What follows belongs to an exercise in optimizing a design on an open flow for small area, a short achievable clock period and few clock cycles per item; a production flow would make more cautious choices.
Only simulation tests tie the RTL to the original design; equivalence was not proved.

==> flow/design.v <==
module grand_mulmod (
    input  wire        clk,
    input  wire        rst,       
    input  wire        start,     
    input  wire [63:0] a,
    input  wire [63:0] s,
    input  wire [63:0] c,
    input  wire [63:0] m,
    output wire        ready,
    output reg         done,
    output wire [63:0] result,
    output reg         split,
    output reg         err
);
    localparam [1:0] S_IDLE = 2'd0,
                     S_MUL  = 2'd1,
                     S_DIV  = 2'd2,
                     S_FIX  = 2'd3;
    reg  [1:0]   state;
    reg  [63:0]  x;           
    reg  [127:0] y;           
    reg  [63:0]  md;          
    reg          dv;          
    reg  [5:0]   bc;          
    reg  [4:0]   ncyc;        
    reg  [7:0]   cnt;         
    reg          vsign;       
    reg          lo_nz;       
    assign result = x;
    assign ready  = (state == S_IDLE);
    wire m_bad = m[63] | ~|m;
    wire [63:0] sdiff = s ^ {s[62:0], 1'b0};
    reg  [5:0]  jmax;
    integer k;
    always @* begin
        jmax = 6'd0;
        for (k = 0; k < 64; k = k + 1)
            if (sdiff[k]) jmax = k[5:0];
    end
    wire [4:0] ncyc_s = {1'b0, jmax[5:2]} + 5'd1;
    wire        div   = dv;
    wire        r_neg = x[63];
    wire [65:0] t     = {x, y[127:126]};               
    function [2:0] booth;
        input [2:0] b;
        booth = {b[2] & ~(b[1] & b[0]),
                 (b == 3'b011) | (b == 3'b100),
                 b[1] ^ b[0]};
    endfunction
    wire        b0_one = bc[0];
    wire        b0_two = bc[1];
    wire        b0_neg = bc[2];
    wire        b1_one = bc[3];
    wire        b1_two = bc[4];
    wire        b1_neg = bc[5];
    wire [63:0] src   = md;
    wire [67:0] src_e = {{4{src[63]}}, src};    
    wire [67:0] pp0_m = b0_one ? src_e : b0_two ? {src_e[66:0], 1'b0} : 68'd0;
    wire [67:0] pp1_m = b1_one ? src_e : b1_two ? {src_e[66:0], 1'b0} : 68'd0;
    wire [67:0] pp0   = b0_neg ? ~pp0_m : pp0_m;
    wire [67:0] pp1   = b1_neg ? {~pp1_m[65:0], 2'b11} : {pp1_m[65:0], 2'b00};
    wire [67:0] o1    = div ? {{2{t[65]}}, t} : {{4{y[127]}}, y[127:64]};
    wire [67:0] cs_s  = o1 ^ pp0 ^ pp1;
    wire [67:0] cs_c  = {(o1[66:0] & pp0[66:0]) | (o1[66:0] & pp1[66:0]) | (pp0[66:0] & pp1[66:0]), b0_neg};
    wire [67:0] asum  = cs_s + cs_c + {67'd0, b1_neg};
    wire [127:0] y_mul = {asum[67:4], asum[3:0], y[63:4]};
    wire        fix   = (state == S_FIX);
    wire [64:0] mx    = r_neg ? {1'b0, md} : ~{1'b0, md};
    wire [64:0] r1    = {x, y[127]} + mx + {64'd0, ~r_neg};
    wire        r1_neg = r1[64];
    wire [65:0] tb    = fix ? {{2{x[63]}}, x} : t;
    wire [65:0] bsum  = tb + {mx[64], mx} + {65'd0, ~r_neg};    
    wire [63:0] r2    = (r_neg == r1_neg) ? asum[63:0] : bsum[63:0];
    reg  [63:0] m_above;      
    integer j;
    always @* begin
        m_above[63] = md[63];
        for (j = 62; j >= 0; j = j - 1)
            m_above[j] = m_above[j+1] | md[j];
    end
    wire [95:0] fmask;
    genvar g;
    generate
        for (g = 0; g < 96; g = g + 1) begin : gm
            if (g + 1 <= 63) begin : lo
                assign fmask[g] = ~m_above[g+1];
            end else begin : hi
                assign fmask[g] = 1'b1;
            end
        end
    endgenerate
    wire [95:0] w32    = {x, y[127:96]};
    wire [67:0] w4     = {x, y[127:124]};
    wire        fit32  = ~|((w32 ^ {96{r_neg}}) & fmask);
    wire        fit4   = ~|((w4  ^ {68{r_neg}}) & fmask[67:0]);
    wire        skip32 = (cnt >= 8'd32) & fit32;
    wire        skip4  = (cnt >= 8'd4) & fit4 & ~skip32;
    wire [31:0] hi32;
    wire [31:0] ybits;
    generate
        for (g = 0; g < 32; g = g + 1) begin : gh
            assign hi32[g]  = (cnt >= 8'd54 + g);
            assign ybits[g] = y[127-g];
        end
    endgenerate
    wire [31:0] take    = skip32 ? 32'hffffffff : skip4 ? 32'h0000000f : 32'h00000003;
    wire        hd      = |(take & hi32 & (ybits ^ {32{vsign}}));
    wire        lz      = |(take & ~hi32 & ybits);
    wire        split_n = split | hd;
    wire        lo_nz_n = lo_nz | lz;
    wire [63:0] r_next  = skip32 ? w32[63:0] : skip4 ? w4[63:0] : r2;
    wire [7:0]  cnt_nx  = cnt - (skip32 ? 8'd32 : skip4 ? 8'd4 : 8'd2);
    wire        last    = skip32 ? (cnt == 8'd32) : skip4 ? (cnt == 8'd4) : (cnt == 8'd2);
    always @(posedge clk) begin
        if (rst) begin
            state <= S_IDLE;
            dv    <= 1'b0;
            done  <= 1'b0;
            x     <= 64'd0;
            split <= 1'b0;
            err   <= 1'b0;
        end else begin
            done <= 1'b0;
            case (state)
                S_IDLE: begin
                    if (start) begin
                        if (m_bad) begin
                            err  <= 1'b1;
                            done <= 1'b1;
                        end else begin
                            x     <= m;
                            split <= 1'b0;
                            state <= S_MUL;
                        end
                    end
                end
                S_MUL: begin
                    if (cnt == 8'd1) begin
                        x     <= {64{asum[67]}};
                        dv    <= 1'b1;
                        state <= S_DIV;
                    end
                end
                S_DIV: begin
                    x     <= r_next;
                    split <= split_n;
                    if (last) begin
                        dv    <= 1'b0;
                        if (r_next[63]) begin
                            state <= S_FIX;
                        end else begin
                            split <= split_n | (vsign & ~lo_nz_n);
                            err   <= 1'b0;
                            done  <= 1'b1;
                            state <= S_IDLE;
                        end
                    end
                end
                S_FIX: begin
                    x     <= bsum[63:0];
                    split <= split | (vsign & ~lo_nz);
                    err   <= 1'b0;
                    done  <= 1'b1;
                    state <= S_IDLE;
                end
            endcase
        end
    end
    always @(posedge clk) begin
        case (state)
            S_IDLE, S_FIX: begin
                y     <= {c, s};
                if (state == S_IDLE) md <= a;
                bc    <= {booth(s[3:1]), booth({s[1:0], 1'b0})};
                lo_nz <= 1'b0;
                ncyc  <= ncyc_s;
                cnt   <= {3'd0, ncyc_s};
            end
            S_MUL: begin
                y   <= y_mul;
                bc  <= {booth(y[7:5]), booth(y[5:3])};
                cnt <= cnt - 8'd1;
                if (cnt == 8'd1) begin
                    md    <= x;
                    bc    <= {~asum[67], 2'b01, asum[67], 2'b01};
                    vsign <= asum[67];
                    cnt   <= 8'd64 + {1'b0, ncyc, 2'b00};
                end
            end
            S_DIV: begin
                bc    <= {~r_next[63], 2'b01, r_next[63], 2'b01};
                y     <= skip32 ? {y[95:0], 32'd0} : skip4 ? {y[123:0], 4'd0} : {y[125:0], 2'd0};
                cnt   <= cnt_nx;
                lo_nz <= lo_nz_n;
            end
        endcase
    end
endmodule
==> flow/flow/run.sh <==
#!/bin/bash
# The standard layout (the standard.sh: ORFS synthesis to final layout),
# with timing repair asked to leave extra setup slack, so that the achieved
# clock period is pushed below the constraint. Tool output is in
# standard.log and in ORFS's own logs under orfs/logs.
set -euo pipefail
bash standard.sh SETUP_SLACK_MARGIN=9 finish > standard.log 2>&1
==> flow/standard.sh <==
#!/bin/bash
# synth_recipe.tcl (not shown) runs the flow's synth.tcl, then flattens the netlist and writes it again
# the make line also repeats each setting of config.mk as NAME=value (left out here)
make -C /OpenROAD-flow-scripts/flow DESIGN_CONFIG=/design/flow/config.mk WORK_HOME=/design/flow/orfs CLKGATE_MAP_FILE= SYNTH_SCRIPT=/design/flow/synth_recipe.tcl "${@:-finish}"
==> flow/config.mk <==
export PLATFORM = sky130hd
export DESIGN_NAME = grand_mulmod
export DESIGN_NICKNAME = grand_mulmod
export VERILOG_FILES = /design/flow/design.v
export SDC_FILE = /design/flow/constraint.sdc
export NUM_CORES = 4
export LEC_CHECK = 0
export CAP_MARGIN = 20
export CORE_MARGIN = 2
export CORE_UTILIZATION = 40
export SLEW_MARGIN = 20
==> flow/constraint.sdc <==
create_clock -name core_clock -period 14.0 [get_ports {clk}]
set_input_delay 2.8000 -clock core_clock [delete_from_list [all_inputs] [get_ports {clk}]]
set_output_delay 2.8000 -clock core_clock [all_outputs]
set_load 0.01 [all_outputs]
==> flow_metrics.tcl, run 1 <==
set metrics [dict create \
    vias_per_cell 6.82 \
    drt-wirelength-per-cell_um 33.4 \
    grt_util_all_layers_pct 41.9 \
    layout_min_cycle_time_ns 5.16 \
    drive_above_1_share_pct 17.7 \
    max_cap_violations 0 \
    async_reset_ff_share_pct 0 \
    cp.required_ns 14.53 \
    remaining_drc_errors 0 \
    totalNegativeSetupSlack_ns 0 \
    busiest_layer "met2" \
    floorplan.die.height_um 302 \
    cts_tree "yes" \
    startpoint_type "flip-flop" \
    setup_cp_type "reg -> reg" \
    clkLatencyLatePin_ns 0.64 \
    synth_cells 4719 \
    maxClockFrequency_mhz 194 \
    ff2ff_path_depth 25 \
    synth_edf_count 72 \
    met1_usage_pct 53.8 \
    clock_tree.root_cell "sky130_fd_sc_hd__clkbuf_16" \
    rows 109 \
    floorplan.initialDensity_pct 40.3 \
    detail_route.iter0.violations 6090 \
    pins_over_slew_limit 0 \
    regToRegStartpoint "bc[1]" \
    post_synth_fa_ha_maj_area_fraction_pct 11.4 \
    synth-main-ff-cell "sky130_fd_sc_hd__dfxtp_1" \
    grt_setup_unrepaired "yes" \
    postSynthNetCount 5259 \
    critical_path.max_fanout 6 \
    routabilityCongestion 1.06 \
    globalRouteMet3Util_pct 12.7 \
    yosys_warnings 1 \
    grt_first_pass_wirelength_um 277000 \
    place_ws_ns 7.08 \
    synth-seq-cells 283 \
    grt_max_degree 89 \
    min-delay-start "y[54]" \
    antenna_found_initial 16 \
    cts-hold-fix-buffers 0 \
    fraction_of_synthesized_area_in_multiplexers_pct 6.19 \
    clock_path_buffers 3 \
    layout-area-overhead-vs-synth_pct 27.8 \
    grtUsageMet2_pct 60.9 \
    cp.arrival_ns 5.68 \
    ctsHtreeMaxLevel 2 \
    filler_cells 8428 \
    placed_area_um2 39100 \
    layout_setup_ws_ns 8.84 \
    finalHoldViolations 0 \
    synth_simple_gate_area_share_pct 17.4 \
    dp.final_hpwl_um 142000 \
    setup_violations 0 \
    post_synth.cell_area_avg_um2 7.54 \
    skew_ns 0.0411 \
    layout.nets 5477 \
    tritoncts.num_buffers 39 \
    ant_nets 0 \
    relSlewSlack_pct 17.9 \
    synth_unique_cells 89 \
    post_synth_instance_area_um2 35600 \
    die-area_um2 91300 \
    io_buffer_count 326 \
    main_combinational_cell_family_by_area_after_synthesis "compound AO/OA/AOI/OAI gates" \
    worst_hold_path_type "reg -> reg" \
    max_slew.worst_pin.slew_ns 1.23 \
    ys_seq_area_share_pct 18.0 \
    setup_slack_of_the_most_critical_reg_to_reg_path_ns 8.84 \
    cts.sinks 283 \
    hold-path-cell-count 1 \
    drtPass1Iterations 9 \
    setup.worst_path.end_class "flip-flop" \
    worst_setup_hold_path_clk_slew_ns 0.06 \
    final_cell_area_um2 45400 \
    first_global_vias 37000 \
    synthesized_area_fraction_occupied_by_ao_oa_aoi_and_oai_cells_pct 30.3 \
    finalCritPeriodShare_pct 36.8 \
    ioPinCount 327 \
    hold_path_end "y[50]" \
    mostFrequentLayoutCell "sky130_fd_sc_hd__nand2_1" \
    grt_overflow_total 0 \
    vias 41900 \
    critical_path.startpoint "bc[1]" \
    core-area_um2 88200 \
    floorplan.die.width_um 302 \
    yosys.area_share.xor_xnor_pct 8.37 \
    layout.cells.most_common_list "407 x sky130_fd_sc_hd__nand2_1, 337 x sky130_fd_sc_hd__nor2_1, 295 x sky130_fd_sc_hd__clkdlybuf4s50_1, 289 x sky130_fd_sc_hd__a21oi_1, 270 x sky130_fd_sc_hd__o21ai_0" \
    run_status "finished clean" \
    r2r_end "x[34]" \
    routed_wirelength_um 205000 \
]
==> registers in the layout (all words and copies together), names as in the netlist, 2 cells and up <==
signal / cells
state: 2
cnt: 8
x: 64
md: 64
ncyc: 5
bc: 6
y: 128
==> kinds of logic (layout without fill, tap and decap cells) <==
group | count (synthesis) | after routing
other cells | 0 | 9
fa+ha+maj | 281 | 281
flops | 283 | 283
simple gates | 1309 | 1311
xor+xnor | 340 | 340
compound gates | 1597 | 1597
mux | 204 | 204
buf+inv | 705 | 952
==> cells in the mapped netlist (all sizes together) (48+ instances only) <==
cell type	n	share of area, %
a21oi	318	4.5
a21o	96	2.0
o21a	50	1.1
o211ai	93	2.0
ha	211	7.4
o21ai	372	5.2
a221o	61	1.7
inv	206	2.2
xor2	75	1.8
nand2b	73	1.3
edfxtp	72	6.1
dfxtp	211	12
o22ai	117	2.1
mux2i	77	2.2
nand2	414	4.4
o221ai	49	1.2
fa	70	3.9
nor2b	63	1.1
clkbuf	332	3.5
a211oi	59	1.2
xnor2	265	6.5
nor3	105	1.5
nand3	69	0.99
o31ai	48	1.0
buf	165	2.7
mux2	127	4.0
nor2	348	3.7
==> how the worst max path moves through the flow <==
stage / end
floorplan: x[62]
global placement: x[18]
detailed placement: state[1]
CTS: x[45]
global route: x[34]
finish: x[34]
==> layer usage <==
| layer | vias to the layer above | routed length, um |
|---|---|---|
| met1 | 20300 | 77500 |
| met3 | 758 | 26800 |
| li1 | 17700 | - |
| met4 | 12 | 16000 |
| met2 | 3115 | 84500 |
| met5 | - | 186 |
==> repair_timing <==
| item | 4_1_cts | 5_1_grt |
|---|---|---|
| cloned | 21 | 17 |
| endpoints found under the setup margin | 214 | 135 |
| buffers inserted | 122 | 81 |
| gates resized for setup | 292 | 273 |
| pin swaps | 48 | 73 |
==> per-stage QoR <==
step / hold slack (ns) / util (%) / cells
floorplan: 0.494 / - / 4719
global placement: 0.548 / 44.2 / 5818
detailed placement: 0.544 / 44.3 / 5820
CTS: 0.557 / 48.9 / 6035
global route: 0.574 / 51.5 / 6135
finish: 0.573 / 51.5 / 6142
==> worst max-delay path: stages (launching register included) <==
cell and delay, ns:
sky130_fd_sc_hd__dfxtp_4 0.45, sky130_fd_sc_hd__buf_6 0.14, sky130_fd_sc_hd__buf_16 0.12, sky130_fd_sc_hd__nand2_1 0.06
sky130_fd_sc_hd__o21ai_2 0.15, sky130_fd_sc_hd__xnor2_1 0.10, sky130_fd_sc_hd__fa_1 0.50, sky130_fd_sc_hd__inv_1 0.06
sky130_fd_sc_hd__ha_4 0.18, sky130_fd_sc_hd__a211oi_4 0.22, sky130_fd_sc_hd__buf_4 0.14, sky130_fd_sc_hd__buf_4 0.09
sky130_fd_sc_hd__buf_4 0.09, sky130_fd_sc_hd__buf_4 0.09, sky130_fd_sc_hd__o21bai_1 0.20, sky130_fd_sc_hd__nor3_4 0.23
sky130_fd_sc_hd__buf_4 0.19, sky130_fd_sc_hd__o21ai_1 0.09, sky130_fd_sc_hd__nor2_2 0.27, sky130_fd_sc_hd__nand2_1 0.10
sky130_fd_sc_hd__a21oi_1 0.24, sky130_fd_sc_hd__xor2_2 0.59, sky130_fd_sc_hd__nor2_1 0.13, sky130_fd_sc_hd__o21ai_0 0.19
sky130_fd_sc_hd__o211ai_1 0.16, sky130_fd_sc_hd__a32o_1 0.27
==> layout make-up <==
cell class                      count  area (um^2)  area share (%)
Multi-Input combinational cell   3733        28000            61.6
Antenna cell                        9         22.5          0.0496
Clock buffer                       59         1180            2.60
Inverter                          208          796            1.75
Sequential cell                   283         6440            14.2
Timing Repair Buffer              672         7340            16.2
Clock inverter                     13          219           0.482
Tap cell                         1165         1460            3.21
Testbench counts, summed over its fixed seeds: cycles 135,276, ops 3,200.
==> inputs of run 2 (changes only) <==
==> flow/flow/run.sh (replaced) <==
#!/bin/bash
# The standard layout (the standard.sh: ORFS synthesis to final layout),
# with timing repair asked to leave extra setup slack (on the worst paths), so that the achieved
# clock period is pushed below the constraint. Tool output is in
# standard.log and in ORFS's own logs under orfs/logs.
set -euo pipefail
bash standard.sh SETUP_SLACK_MARGIN=9 TNS_END_PERCENT=10 finish > standard.log 2>&1
==> flow_metrics.tcl, run 2 <==
set metrics [dict create \
    largest_register_ffs 128 \
    clock_path_buffers 3 \
    vias 41400 \
    cp.arrival_ns 5.76 \
    filler_cells 8555 \
    floorplan.initialDensity_pct 40.3 \
    relSlewSlack_pct 16.4 \
    grt_overflow_total 0 \
    ioPinCount 327 \
    layout.nets 5431 \
    drive_above_1_share_pct 14.5 \
    setup_violations 0 \
    ys_seq_area_share_pct 18.0 \
    drtPass1Iterations 9 \
    rows 109 \
    mostFrequentLayoutCell "sky130_fd_sc_hd__nand2_1" \
    startpoint_type "flip-flop" \
    first_global_vias 36900 \
    finalHoldViolations 0 \
    ant_nets 0 \
    io_buffer_count 326 \
    clkLatencyLatePin_ns 0.62 \
    synth-seq-cells 283 \
    synth_unique_cells 89 \
    finalNonFillerCells 6090 \
    setup_cp_type "reg -> reg" \
    final_cell_area_um2 43800 \
    totalNegativeSetupSlack_ns 0 \
    route.top_layer_used "met5" \
    placed_area_um2 39000 \
    grt_max_degree 93 \
    finalCritPeriodShare_pct 37.3 \
    tritoncts.num_buffers 38 \
    postSynthNetCount 5259 \
    clock_tree.root_cell "sky130_fd_sc_hd__clkbuf_16" \
    synth_largest_type_area_fraction_pct 11.9 \
    ctsHtreeMaxLevel 2 \
    critical_path.max_fanout 9 \
    cts.sinks 283 \
    routabilityCongestion 1.08 \
    yosysMostFrequentCell "sky130_fd_sc_hd__nand2_1" \
    vias_per_cell 6.80 \
    post_synth_instance_area_um2 35600 \
    setup.worst_path.end_class "flip-flop" \
    grt_first_pass_wirelength_um 271000 \
    post_synth.cell_area_avg_um2 7.54 \
    place.detailed.instances 5812 \
    synth_edf_count 72 \
    routed_wirelength_um 196000 \
    cts_tree "yes" \
    post-route-util_pct 49.7 \
    cts-hold-fix-buffers 0 \
    cp.required_ns 14.55 \
    synth_cells 4719 \
    post_synth_most_frequent_cells "414 x sky130_fd_sc_hd__nand2_1, 367 x sky130_fd_sc_hd__o21ai_0, 348 x sky130_fd_sc_hd__nor2_1, 332 x sky130_fd_sc_hd__clkbuf_1, 317 x sky130_fd_sc_hd__a21oi_1" \
    met3_wirelength_um 26700 \
    layout.cells.most_common_list "411 x sky130_fd_sc_hd__nand2_1, 338 x sky130_fd_sc_hd__nor2_1, 330 x sky130_fd_sc_hd__o21ai_0, 303 x sky130_fd_sc_hd__a21oi_1, 282 x sky130_fd_sc_hd__clkdlybuf4s50_1" \
    worst_setup_hold_path_clk_slew_ns 0.06 \
    largestRegisters "y: 128 flops, md: 64 flops, x: 64 flops" \
    floorplan.die.height_um 302 \
    largest-register "y" \
    synth.area.top_cells "sky130_fd_sc_hd__dfxtp_1 12%, sky130_fd_sc_hd__ha_1 7.4%, sky130_fd_sc_hd__xnor2_1 6.5%" \
    core-area_um2 88200 \
    layout_min_cycle_time_ns 5.22 \
    grt_util_all_layers_pct 40.8 \
    max_cap_violations 0 \
    layout-area-overhead-vs-synth_pct 23.3 \
    skew_ns 0.0355 \
    maxClockFrequency_mhz 192 \
    async_reset_ff_share_pct 0 \
    pins_over_slew_limit 0 \
    antenna_found_initial 14 \
    synth-main-ff-cell "sky130_fd_sc_hd__dfxtp_1" \
    remaining_drc_errors 0 \
    drt-wirelength-per-cell_um 32.2 \
    floorplan.die.width_um 302 \
    met1_length_um 72600 \
    max_slew.worst_pin.slew_ns 1.25 \
    yosys_warnings 1 \
    grt_setup_unrepaired "yes" \
    synth_largest_area_cell "sky130_fd_sc_hd__dfxtp_1" \
    met2RoutedLength_um 79100 \
    detail_route.iter0.violations 6572 \
    worst_hold_path_type "reg -> reg" \
    run_status "finished clean" \
    die-area_um2 91300 \
    dp.final_hpwl_um 138000 \
]
run 2: cell count changes in the layout (fill, tap and decap cells not counted), sizes merged, moves of 3 or more:
| cell | previous run | this run |
|---|---|---|
| bufbuf | 8 | 5 |
| clkdlybuf4s50 | 295 | 282 |
| inv | 208 | 211 |
| dlymetal6s2s | 25 | 37 |
| diode | 9 | 5 |
| buf | 323 | 292 |
| clkbuf | 74 | 60 |
run 2: cell families (layout without fill, tap and decap cells):
group / Yosys count / in the layout / share of synthesized area, %
DFF: 283 / 283 / 18.0
other: 0 / 5 / 0
xor gates and xnor gates: 340 / 340 / 8.37
and+or+nand+nor: 1309 / 1310 / 17.4
buffers and inverters: 705 / 905 / 8.38
adders and majority gates: 281 / 281 / 11.4
muxes: 204 / 204 / 6.19
AOI/OAI and AO/OA: 1597 / 1597 / 30.3
run 2: final timing paths:
path              startpoint  endpoint  slack [ns]  cells past startpoint
setup / recovery       bc[1]     x[20]        8.78                     20
hold / removal         x[12]     x[12]        0.57                      2
setup reg to reg       bc[1]     x[20]        8.78                     20
hold reg to reg        x[12]     x[12]        0.57                      2
run 2: worst max-delay path: stages, from the launching register on:
cell	delay [ns]
sky130_fd_sc_hd__dfxtp_4	0.40
sky130_fd_sc_hd__buf_12	0.16
sky130_fd_sc_hd__buf_4	0.17
sky130_fd_sc_hd__nand2_1	0.05
sky130_fd_sc_hd__o21ai_0	0.20
sky130_fd_sc_hd__xor2_1	0.11
sky130_fd_sc_hd__fa_1	0.53
sky130_fd_sc_hd__inv_1	0.07
sky130_fd_sc_hd__fa_1	0.44
sky130_fd_sc_hd__nor2b_1	0.16
sky130_fd_sc_hd__o31a_1	0.28
sky130_fd_sc_hd__o221ai_2	0.21
sky130_fd_sc_hd__a21oi_1	0.20
sky130_fd_sc_hd__o2111ai_1	0.19
sky130_fd_sc_hd__and2_1	0.24
sky130_fd_sc_hd__o21ai_0	0.20
sky130_fd_sc_hd__xor2_1	0.96
sky130_fd_sc_hd__a21o_1	0.25
sky130_fd_sc_hd__nand2_1	0.06
sky130_fd_sc_hd__o211ai_1	0.09
sky130_fd_sc_hd__a32o_1	0.17
run 2: layout make-up:
| cell class | instances | area, um^2 | area share, % |
|---|---|---|---|
| repair buffers | 628 | 6590 | 15.0 |
| multi-input cells | 3732 | 27200 | 62.0 |
| inverters | 208 | 800 | 1.82 |
| flip-flops and latches | 283 | 6430 | 14.7 |
| clock inverters | 14 | 209 | 0.477 |
| clock buffers | 55 | 1150 | 2.62 |
| diodes | 5 | 12.5 | 0.0285 |
| well taps | 1165 | 1460 | 3.33 |
run 2: timing repair:
action,4_1_cts,5_1_grt
pin swaps,31,41
gates cloned,13,6
endpoints found under the setup margin,212,172
gates resized for setup,193,138
buffers inserted,130,54
run 2: layer usage:
metal	up-vias	global-route usage, %
met1	19700	52.2
met2	3229	57.9
met5	-	0
li1	17600	-
met4	18	29.1
met3	814	12.4
run 2: through the flow:
| stage | worst slack [ns] | hold WS (ns) |
|---|---|---|
| global placement | 7.28 | 0.540 |
| detailed placement | 7.16 | 0.536 |
| CTS | 8.87 | 0.543 |
| global route | 8.72 | 0.589 |
| finish | 8.78 | 0.573 |
| floorplan | 8.54 | 0.494 |

-- afterwards: timing with drivers on the ports --
Ports are ideal in the flow. The routed layouts listed here were re-timed in OpenROAD. Step 1: set_driving_cell puts a clkbuf_16 on clk and a buf_2 on each other input, an assumption about the parent block. Step 2 adds t to the input delays and takes it off the output delays; t is the mean of the earliest and latest rising clock arrival at the registers after step 1. Input paths then give back, and output paths get back, about the clock's delay inside the block. a / b / c = no drivers / after step 1 / after step 2; a / b = the first two.
run | t, ns | setup WS [ns] | worst setup path after step 2 | worst data-port slew with drivers (ns) | pins driven straight from the clock port
run 1 | 0.694 | 8.843 / 8.843 / 8.371 | input to register | 0.12 | 1
run 2 | 0.672 | 8.783 / 8.783 / 8.203 | input to register | 0.11 | 1
After both steps setup and hold are still met in every run listed. For run 2, which loses most, drivers alone change the setup slack by 0.000 ns; drivers and shift together by -0.580 ns.
